Context: an optimization exercise on an open-source flow, tuned for small area. The choices shown serve that exercise and are no tape-out recipe.
Function was checked by simulation only, so behaviour that the tests miss may differ from the original.
No driver is modelled on the clock port, so clocking that relies on it looks cheaper here than on a real chip.
No activity file was given, so power comes from the tool's default toggle rates.

**flow/flow/abc_override.tcl**
```tcl
# Run Yosys's abc with this flow's own area-oriented ABC scripts in place of
# the one ORFS's synth.tcl names; every other argument (liberty, dont_use
# cells, constraints, -D) stays as ORFS gives it. Each script in
# OWN_ABC_SCRIPTS maps the same netlist; the mapping with the smallest cell
# area is kept. Registers are not touched by abc (they are mapped before).
proc abc {args} {
  set i [lsearch -exact $args -script]
  if { $i < 0 || ![info exists ::env(OWN_ABC_SCRIPTS)] } {
    yosys abc {*}$args
    return
  }
  set j [lsearch -exact $args -liberty]
  set lib [lindex $args [expr { $j + 1 }]]
  yosys design -save own_pre_abc
  set best ""
  set best_area 1e30
  foreach script $::env(OWN_ABC_SCRIPTS) {
    yosys design -load own_pre_abc
    lset args [expr { $i + 1 }] $script
    yosys abc {*}$args
    yosys tee -q -o $::env(OBJECTS_DIR)/own_abc_area.txt stat -liberty $lib
    set f [open $::env(OBJECTS_DIR)/own_abc_area.txt r]
    set text [read $f]
    close $f
    if { [regexp {Chip area for module '[^']*': ([0-9.]+)} $text -> area] } {
      puts "own_abc: $script area $area"
      if { $area < $best_area } {
        set best_area $area
        set best $script
      }
    }
  }
  puts "own_abc: keeping $best (area $best_area)"
  yosys design -load own_pre_abc
  lset args [expr { $i + 1 }] $best
  yosys abc {*}$args
}
```
**flow/flow/abc5.abc**
```
strash
&get -n
&fraig -x
&put
dc2
strash
&get -n
&dch -f
&nf -R 1000
&put
strash
&get -n
&dch -f
&nf -R 1000
&put
topo
dnsize
```
**flow/flow/abc6.abc**
```
strash
&get -n
&fraig -x
&put
dc2
strash
&get -n
&dch -f -C 5000
&nf -R 2000 -C 32
&put
strash
&get -n
&dch -f -C 5000
&nf -R 2000 -C 32
&put
topo
dnsize
```
**flow/flow/abc1.abc**
```
strash
&get -n
&fraig -x
&put
dc2
strash
&get -n
&dch -f
&nf -R 1000
&put
topo
dnsize
```
**flow/flow/abc3.abc**
```
strash
&get -n
&fraig -x
&put
dc2
strash
&get -n
&dc2
&dch -f
&nf -R 1000
&put
topo
dnsize
```
**flow/config.mk**
```make
export PLATFORM = sky130hd
export DESIGN_NAME = ticseq
export DESIGN_NICKNAME = ticseq
export VERILOG_FILES = /design/flow/design.v
export SDC_FILE = /design/flow/constraint.sdc
export NUM_CORES = 4
export LEC_CHECK = 0
export CAP_MARGIN = 20
export CORE_MARGIN = 2
export CORE_UTILIZATION = 40
export SLEW_MARGIN = 20
```
**flow/constraint.sdc**
```tcl
create_clock -name core_clock -period 10.0 [get_ports {clk}]
set_input_delay 2.0000 -clock core_clock [delete_from_list [all_inputs] [get_ports {clk}]]
set_output_delay 2.0000 -clock core_clock [all_outputs]
set_load 0.01 [all_outputs]
```
**flow/flow/run.sh**
```bash
#!/bin/bash
# Own layout flow: the standard ORFS flow with
#  - synthesis as standard.sh runs it, but with area-oriented ABC scripts
#    (flow/abc*.abc, the smallest of their mappings is kept) for the
#    combinational mapping; registers are mapped by
#    the same dfflibmap step as in the standard synthesis; adders are left
#    to ABC instead of being mapped to half/full adder cells first;
#  - the smallest buffer on the ports (every port still gets one);
#  - a clock tree of small leaf clock buffers under one strong root buffer,
#    without dummy loads; a leaf buffer whose flip-flops would see a slow
#    clock edge is upsized right after CTS (flow/cts_fix.tcl).
# Each tool's output goes to its own log in this folder (and ORFS's logs
# under orfs/logs/).
set -euo pipefail
W=$(pwd)
export OWN_ABC_SCRIPTS="$W/flow/abc1.abc $W/flow/abc2.abc $W/flow/abc3.abc $W/flow/abc4.abc $W/flow/abc5.abc $W/flow/abc6.abc"
cat flow/abc_override.tcl synth_recipe.tcl > own_synth.tcl

bash standard.sh \
  SYNTH_SCRIPT="$W/own_synth.tcl" \
  ABC_AREA=1 \
  ADDER_MAP_FILE= \
  CORE_UTILIZATION=65 \
  POST_CTS_TCL="$W/flow/cts_fix.tcl" \
  BUFFER_PORTS_ARGS="-buffer_cell sky130_fd_sc_hd__buf_1" \
  CTS_ARGS="-sink_clustering_enable -repair_clock_nets -dont_use_dummy_load -root_buf sky130_fd_sc_hd__clkbuf_16 -buf_list sky130_fd_sc_hd__clkbuf_4" \
  finish > "$W/orfs_make.log" 2>&1
```
**flow/flow/cts_fix.tcl**
```tcl
# After CTS: upsize any leaf clock buffer whose flip-flop clock pins would see
# a slow edge, so every flip-flop's clock slew stays well inside the limit.
estimate_parasitics -placement
set limit 0.105
set resized 0
foreach inst [get_cells -filter "ref_name == sky130_fd_sc_hd__clkbuf_4"] {
  set out [get_pins -of_objects $inst -filter "direction == output"]
  set worst 0.0
  foreach pin [get_pins -of_objects [get_nets -of_objects $out] -filter "direction == input"] {
    foreach e {rise fall} {
      set s [get_property $pin slew_max_$e]
      if {$s > $worst} { set worst $s }
    }
  }
  if {$worst > $limit} {
    puts "cts_fix: [get_full_name $inst] worst sink slew $worst ns -> clkbuf_8"
    replace_cell $inst sky130_fd_sc_hd__clkbuf_8
    incr resized
  }
}
puts "cts_fix: resized $resized leaf clock buffers"
if {$resized > 0} {
  detailed_placement
  check_placement -verbose
  estimate_parasitics -placement
}
```
**flow/flow/abc4.abc**
```
strash
&get -n
&fraig -x
&put
dc2
strash
&get -n
&dch -f
&nf -p -R 1000
&put
topo
dnsize
```
**flow/design.v**
```verilog
module ticseq (
    input  wire        clk,
    input  wire        rst,         
    input  wire        wr_en,
    input  wire [4:0]  addr,
    input  wire [15:0] wdata,
    output reg  [15:0] rdata,
    output wire        data_o,
    output wire        srclk_o,
    output wire        rclk_o,
    output wire        data_oe,
    output wire        srclk_oe,
    output wire        rclk_oe,
    output wire        irq_o
);
    reg [3:0]  psel;
    reg        ten, ctc, cmie, gie, seqen, patlock;
    reg        cmf, ovr, cfgerr, rej;
    reg [15:0] count;
    reg [15:0] cmp;
    reg [2:0]  pindir;
    reg [7:0]  pat0, pat1, pat2, pat3, pat4, pat5, pat6, pat7;
    reg [9:0]  p;
    reg [5:0]  pos;
    reg [6:0]  shreg;
    reg        dout;
    reg        src;              
    reg [2:0]  idx;
    wire busy    = |pos;    
    wire ph_data = (pos == 6'd3)  | (pos == 6'd6)  | (pos == 6'd9)  | (pos == 6'd12) | (pos == 6'd15) |
                   (pos == 6'd18) | (pos == 6'd21) | (pos == 6'd24) | (pos == 6'd27);
    wire ph_slo  = (pos == 6'd2)  | (pos == 6'd5)  |
                   (pos == 6'd8)  | (pos == 6'd11) | (pos == 6'd14) | (pos == 6'd17) |
                   (pos == 6'd20) | (pos == 6'd23) | (pos == 6'd26) | (pos == 6'd29);
    wire first   = (pos == 6'd6);
    wire rclk_q  = (pos == 6'd31) | (pos[5:4] == 2'b10);
    wire last    = &pos;
    reg [6:0] pcp;       
    integer q;
    always @* begin
        pcp[0] = 1'b1;
        for (q = 1; q <= 6; q = q + 1) pcp[q] = pcp[q-1] & pos[q-1];
    end
    assign data_o   = dout;
    assign srclk_o  = ph_slo;
    assign rclk_o   = rclk_q;
    assign data_oe  = pindir[0];
    assign srclk_oe = pindir[1];
    assign rclk_oe  = pindir[2];
    assign irq_o    = cmf & cmie & gie & ~seqen;
    wire [9:0] ctrl_rd = {patlock, seqen, gie, cmie, ctc, ten, psel};
    wire [7:0] ad = 8'd1 << addr[2:0];
    wire [7:0] pat_rd = ({8{ad[0]}} & pat0) | ({8{ad[1]}} & pat1) | ({8{ad[2]}} & pat2) |
                        ({8{ad[3]}} & pat3) | ({8{ad[4]}} & pat4) | ({8{ad[5]}} & pat5) |
                        ({8{ad[6]}} & pat6) | ({8{ad[7]}} & pat7);
    wire s_lo   = (addr[4:3] == 2'b00);
    wire s_ctrl = s_lo & ~addr[2] & ~(addr[1] & addr[0]);
    wire s_stat = s_lo & (addr[2:0] == 3'd3);
    wire s_cnt  = s_lo & (addr[2:0] == 3'd4);
    wire s_cmp  = s_lo & (addr[2:0] == 3'd5);
    wire s_dir  = s_lo & (addr[2:0] == 3'd6);
    wire s_out  = s_lo & (addr[2:0] == 3'd7);
    wire s_pat  = (addr[4:3] == 2'b10);
    always @* begin
        rdata = ({16{s_ctrl}} & {6'b0, ctrl_rd}) |
                ({16{s_stat}} & {8'b0, idx, busy, rej, cfgerr, ovr, cmf}) |
                ({16{s_cnt}}  & count) |
                ({16{s_cmp}}  & cmp) |
                ({16{s_dir}}  & {13'b0, pindir}) |
                ({16{s_out}}  & {13'b0, rclk_q, ph_slo, dout}) |
                ({16{s_pat}}  & {8'b0, pat_rd});
    end
    wire wr     = wr_en & ~rst;
    wire w_ctrl = wr & (addr[4:2] == 3'b000) & ~(addr[1] & addr[0]);
    wire w_stat = wr & (addr == 5'h03);
    wire w_cnt  = wr & (addr == 5'h04);
    wire w_cmp  = wr & (addr == 5'h05);
    wire w_dir  = wr & (addr == 5'h06);
    wire w_cmd  = wr & (addr == 5'h08);
    wire w_pat  = wr & (addr[4:3] == 2'b10);
    wire [7:0] op  = wdata[7:0];
    wire [7:0] arg = wdata[15:8];
    wire op_hi0    = (op[7:3] == 5'd0);
    wire c_init    = w_cmd & op_hi0 & (op[2:0] == 3'd1);
    wire c_cfg     = w_cmd & op_hi0 & (op[2:0] == 3'd2);
    wire c_wb      = w_cmd & op_hi0 & (op[2:0] == 3'd3);
    wire c_sr      = w_cmd & op_hi0 & (op[2:0] == 3'd4);
    wire c_bad     = w_cmd & ~(op_hi0 & (op[2:0] <= 3'd4));
    wire cfg_ok    = (arg[7:2] == 6'b000010) & ~(arg[1] & arg[0]);
    wire cfg_go    = c_cfg & cfg_ok;
    wire host_go   = c_wb & ~busy;
    wire sr_go     = c_sr & ~busy;
    reg [9:0] cd;
    always @* begin
        case (addr[1:0])
            2'd1:    cd = ctrl_rd | wdata[9:0];
            2'd2:    cd = ctrl_rd & ~wdata[9:0];
            default: cd = wdata[9:0];
        endcase
    end
    wire psel_ok = ~cd[3] | (~cd[2] & ~(cd[1] & cd[0]));
    wire psel_we = w_ctrl & psel_ok;
    wire [3:0]  psel_w  = psel_we ? cd[3:0] : psel;
    wire        ten_w   = cfg_go | (w_ctrl ? cd[4] : ten);
    wire        ctc_w   = cfg_go | (w_ctrl ? cd[5] : ctc);
    wire        cmie_w  = cfg_go | (w_ctrl ? cd[6] : cmie);
    wire        gie_w   = w_ctrl ? cd[7] : gie;
    wire        seqen_w = w_ctrl ? cd[8] : seqen;
    wire        cmf_w   = cmf & ~(w_stat & wdata[0]);
    wire        ovr_w   = ovr & ~(w_stat & wdata[1]);
    wire [15:0] cfg_c   = arg[1] ? 16'h3D08 : (arg[0] ? 16'h7A10 : 16'hF420);
    wire [15:0] count_w = w_cnt ? wdata : count;
    wire [15:0] cmp_w   = w_cmp ? wdata : cmp;
    wire dispatch = ~busy & ~host_go & seqen_w & cmie_w & gie_w & cmf_w;
    wire cmf_d    = cmf_w & ~dispatch;
    wire [7:0] id = {8{first}} & (8'd1 << idx);
    wire [7:0] ld_byte = ({8{host_go}} & arg) |
                         ({8{id[0]}} & pat0) | ({8{id[1]}} & pat1) | ({8{id[2]}} & pat2) |
                         ({8{id[3]}} & pat3) | ({8{id[4]}} & pat4) | ({8{id[5]}} & pat5) |
                         ({8{id[6]}} & pat6) | ({8{id[7]}} & pat7);
    wire       ld      = host_go | first;
    reg  [10:0] pc, ph;
    integer j;
    always @* begin
        pc[0] = 1'b1;
        for (j = 1; j <= 10; j = j + 1) pc[j] = pc[j-1] & p[j-1];
        ph[10] = 1'b0;
        for (j = 9; j >= 0; j = j - 1) ph[j] = ph[j+1] | p[j];
    end
    wire [10:0] pt = pc | ph;
    wire [3:0] ps = psel_w;
    wire t01 = ps[0] ? pt[1] : pt[0];
    wire t23 = ps[0] ? pt[3] : pt[2];
    wire t45 = ps[0] ? pt[5] : pt[4];
    wire t67 = ps[0] ? pt[7] : pt[6];
    wire t89 = ps[0] ? pt[9] : pt[8];
    wire t03 = ps[1] ? t23 : t01;
    wire t47 = ps[1] ? t67 : t45;
    wire t07 = ps[2] ? t47 : t03;
    wire t8a = ps[1] ? pt[10] : t89;
    wire tick_p0 = ps[3] ? t8a : t07;
    wire tick_p = tick_p0 & ~cfg_go;
    wire tick  = ten_w & tick_p;
    wire match = tick & (count_w == cmp_w);
    wire [2:0] pa     = addr[2:0];
    wire       pat_we = w_pat & ~patlock;
    wire [7:0] wd0 = wdata[7:0] & ~{8{rst}};
    wire [7:0] wd1 = wdata[7:0] |  {8{rst}};
    wire [7:0] pe  = ({7'd0, pat_we} << pa) | {8{rst}};
    always @(posedge clk) begin
        if (pe[0]) pat0 <= {wd1[7], wd0[6], wd1[5], wd0[4], wd1[3], wd0[2], wd1[1], wd0[0]};  
        if (pe[1]) pat1 <= {wd0[7], wd1[6], wd0[5], wd1[4], wd0[3], wd1[2], wd0[1], wd1[0]};  
        if (pe[2]) pat2 <= {wd0[7], wd0[6], wd1[5], wd1[4], wd0[3], wd0[2], wd1[1], wd1[0]};  
        if (pe[3]) pat3 <= {wd1[7], wd1[6], wd0[5], wd0[4], wd1[3], wd1[2], wd0[1], wd0[0]};  
        if (pe[4]) pat4 <= {wd1[7:4], wd0[3:0]};                                              
        if (pe[5]) pat5 <= {wd0[7:4], wd1[3:0]};                                              
        if (pe[6]) pat6 <= wd1;                                                               
        if (pe[7]) pat7 <= wd0;                                                               
    end
    wire zero_cnt = rst | cfg_go | (match & ctc_w);
    reg [16:0] cc;
    integer k;
    always @* begin
        cc[0] = 1'b1;
        for (k = 1; k <= 16; k = k + 1) cc[k] = cc[k-1] & count_w[k-1];
    end
    always @(posedge clk) begin
        psel    <= rst ? 4'd0 : (cfg_go ? arg[3:0] : psel_w);
        ten     <= ~rst & ten_w;
        ctc     <= ~rst & ctc_w;
        cmie    <= ~rst & cmie_w;
        gie     <= ~rst & gie_w;
        seqen   <= ~rst & seqen_w;
        patlock <= ~rst & (patlock | (w_ctrl & cd[9]));
        cmf     <= ~rst & (cmf_d | match);
        ovr     <= ~rst & (ovr_w | (match & cmf_d));
        cfgerr  <= ~rst & ((cfgerr & ~(w_stat & wdata[2])) | (c_cfg & ~cfg_ok));
        rej     <= ~rst & ((rej & ~(w_stat & wdata[3])) | ((c_wb | c_sr) & busy) |
                           c_bad | (w_pat & patlock));
        count   <= {16{~zero_cnt}} & (count_w ^ ({16{tick}} & cc[15:0]));
        cmp     <= rst ? 16'h0000 : (cfg_go ? cfg_c : cmp_w);
        pindir  <= {3{~rst}} & (w_dir ? wdata[2:0] : (pindir | {3{c_init}}));
        p       <= {9'd0, ~rst & cfg_go} |
                   ({10{~(rst | cfg_go | tick)}} & (p ^ ({10{ten_w}} & pc[9:0])));
        pos     <= {6{~rst}} & ((pos ^ ({6{busy}} & pcp[5:0])) |
                                {3'b000, host_go | dispatch, host_go | dispatch, host_go});
        if (rst | ld | ph_data)
            dout <= ~rst & (ld ? ld_byte[7] : shreg[6]);
        idx     <= {3{~(rst | sr_go)}} &
                   (idx ^ ({3{last & ~src}} & {idx[1] & idx[0], idx[0], 1'b1}));
    end
    always @(posedge clk) begin
        if (ld)           shreg <= ld_byte[6:0];
        else if (ph_data) shreg <= {shreg[5:0], 1'b0};
        if (host_go | dispatch) src <= host_go;
    end
endmodule
```
**flow/standard.sh**
```bash
#!/bin/bash
# synth_recipe.tcl (not shown) runs the flow's synth.tcl, then flattens the netlist and writes it again
# the make line also repeats each setting of config.mk as NAME=value (left out here)
make -C /OpenROAD-flow-scripts/flow DESIGN_CONFIG=/design/flow/config.mk WORK_HOME=/design/flow/orfs CLKGATE_MAP_FILE= SYNTH_SCRIPT=/design/flow/synth_recipe.tcl "${@:-finish}"
```
**flow/flow/abc2.abc**
```
strash
&get -n
&fraig -x
&put
dc2
strash
&get -n
&dch -f -C 5000
&nf -R 2000 -C 32
&put
topo
dnsize
```
==> flow_summary.ini <==
[status]
outcome = complete, no violations

[synth]
synth_top_cell_area_share_pct = 32.2
synth-compound-area-share_pct = 17.8
muxShareOfSynthArea_pct = 5.50
ys_ff_latch = 141
synth_fa_ha_area_share_pct = 0
synth_top_family_by_area = simple AND/OR/NAND/NOR gates
ys_warn_count = 1
yosysSeqAreaShare_pct = 52.2
synthCells = 666
synth_xor_area_share_pct = 2.83
ys_types = 46
syn_area_per_cell_um2 = 10.2
synth_flop_cell = edfxtp_1
synth-simple-area-share_pct = 21.0
synthTopCellsByArea = edfxtp_1 32%, dfxtp_1 20%, a222oi_1 5.6%
ys_async_sr_fraction_pct = 0
synth_area_um2 = 6800
yosys.area.top_type = edfxtp_1
synth_nets = 690
synth_edf_count = 73

[finish]
final_cells = 875
diodes = 0
drive_gt1_share_pct = 4.33
design_area_um2 = 7410
final_cell_mix = 73 x edfxtp_1, 69 x nor2_1, 68 x nand2_1, 68 x dfxtp_1, 45 x buf_1
layout_commonest_cell = edfxtp_1
fin_util_pct = 72.4
finalNetCount = 765
area_delta_synth_final_pct = 8.86

[critical_path]
critPathMaxStageDelay_ns = 0.55
cp_top_family = simple AND/OR/NAND/NOR gates
critPathBufInv = 3
reg2reg_depth = 24
end_kind = flip-flop
path_class = primary input to flip-flop
required_ns = 10.24
critPathSlowestCell = nor2b_1
cp_data_arrival_time_ns = 7.64
cp-start-kind = primary input
critPathMaxFanout = 40
cp.depth = 26

[timing]
fin_setup_tns_ns = 0
whs_ns = 0.500
tightest_slew_ns = 1.11
slew_headroom_pct = 25.8
period_needed_ns = 7.40
report.final.slew_viol_count = 0
skew_ns = 0.0317
grt_setup_unrepaired = no
setup_viol = 0
finalHoldViolations = 0
fmax_ghz = 0.135
worst_slack_ns = 2.60
post-route-period-util_pct = 74.0

[floorplanning]
io_pins = 47
fp.dieW_um = 106
die_y_um = 106
fp-row-count = 37
coreArea_um2 = 10200
start_util_pct = 66.5
die_area_um2 = 11300

[drt]
wirelength_mm = 20.5
vias = 6186
drc = 0
post_drt_wl_per_cell_um = 23.5
via_per_inst = 7.07
dr.pass1.iters = 8
drtIter0Drc = 1050
ant_nets = 0

[global_route]
grt_usage_pct = 37.4
grt_max_degree = 41
grt_overflow = 0
grt_antenna_before_repair = 0
grt_pass1_vias = 5885
grt_first_pass_wirelength_mm = 31.4

[power_and_ir_drop]
vdd_drop_max_uv = 89.8
leakagePower_nw = 2.71
finalPower_mw = 1.03
p_per_area_nw_per_um2 = 138

[min_path]
hold_path_class = flip-flop to flip-flop
min_path_cells = 2

[place]
placed_cell_area_um2 = 7240
dpl.hpwl_mm = 14.5
port_buffers = 46
place_ws_ns = 2.28
placedCellCount = 858
gp_congestion = 0.948

[cts]
cts_tree = yes
path_clk_slew_ns = 0.10
clock_sinks = 141
clk_latency_ns = 0.37

[run]
cap_violations = 0
logic make-up after synthesis:
group                     count (synthesis)
AOI/OAI and AO/OA                       164
DFF                                     141
muxes                                    36
xor gates and xnor gates                 22
and+or+nand+nor                         291
buffers and inverters                    12
per-layer routing:
layer | vias up | global-route usage [%] | routed length (um)
met5 | - | 3.33 | 46
met4 | 2 | 14.8 | 721
met3 | 63 | 11.8 | 2930
met2 | 500 | 57.9 | 9320
met1 | 2875 | 49.1 | 7520
li1 | 2746 | - | -
registers in the layout, indices dropped and copies added (netlist names), 3 cells and up:
signal  count
pat3        8
pos         6
p          10
pat2        8
pat5        8
count      16
pat0        8
pindir      3
idx         3
cmp        16
pat6        8
psel        4
pat4        8
pat7        8
pat1        8
shreg       7
synth_stat cells, drive strengths merged (11+ instances only):
| cell type | number |
|---|---|
| nor2 | 69 |
| nand2b | 12 |
| nand2 | 68 |
| dfxtp | 68 |
| clkinv | 12 |
| nor2b | 18 |
| xor2 | 11 |
| a21oi | 24 |
| and3 | 15 |
| edfxtp | 73 |
| mux2i | 25 |
| xnor2 | 11 |
| a222oi | 38 |
| o21ai | 33 |
| nand3 | 25 |
| a22oi | 28 |
| mux2 | 11 |
| and2 | 19 |
| nor3 | 30 |
worst min-delay path, delay by kind of cell (launching register included):
| family | cells | cell delay [ns] |
|---|---|---|
| compound gates | 1 | 0.06 |
| flops | 1 | 0.33 |
| simple gates | 1 | 0.06 |
worst paths after layout:
kind / from / end / slack, ns
worst max-delay path: rst / count[15] / 2.60
worst max register to register: psel[2] / count[15] / 5.01
worst min-delay path: rej / rej / 0.50
worst min register to register: rej / rej / 0.50
final cells by class:
type / count / area [um^2]
Timing Repair Buffer: 56 / 249
Inverter: 12 / 45.0
Clock buffer: 17 / 158
Sequential cell: 141 / 3550
Multi-Input combinational cell: 513 / 3230
Tap cell: 136 / 170
Fill cell: 789 / 2820
power breakdown:
group | leakage [nW] | total (mW) | switching (mW) | internal, mW
sequential | 1.26 | 0.655 | 0.0190 | 0.636
combinational | 1.36 | 0.103 | 0.0728 | 0.0301
clock | 0.0911 | 0.267 | 0.166 | 0.102

-- static timing again, ports no longer ideal --
No port has a modelled driver above. Below, the same layout with a new extraction and two added sets of constraints.
Step 1 (the two cells are an assumption about what drives the block):
set clk [get_ports {clk}]
set_driving_cell -lib_cell sky130_fd_sc_hd__clkbuf_16 $clk
set_driving_cell -lib_cell sky130_fd_sc_hd__buf_2 [delete_from_list [all_inputs] $clk]
Step 2, shift: input delay + t, output delay - t, t = (earliest + latest rising clock arrival at the registers) / 2. This alone moves slack from input paths to output paths.
Three values: no drivers, after step 1, after step 2; two values: the first two.
shift t [ns]: 0.393
setup slack, ns: 2.601 / 2.620 / 2.227
worst setup path at the end: input to register
latest minus earliest clock arrival (ns): 0.032 / 0.032
cell pins on the clock port's net: 1
After both steps this run still meets setup and hold. The setup slack of this run moves by +0.019 ns with the drivers and by -0.374 ns with both steps.
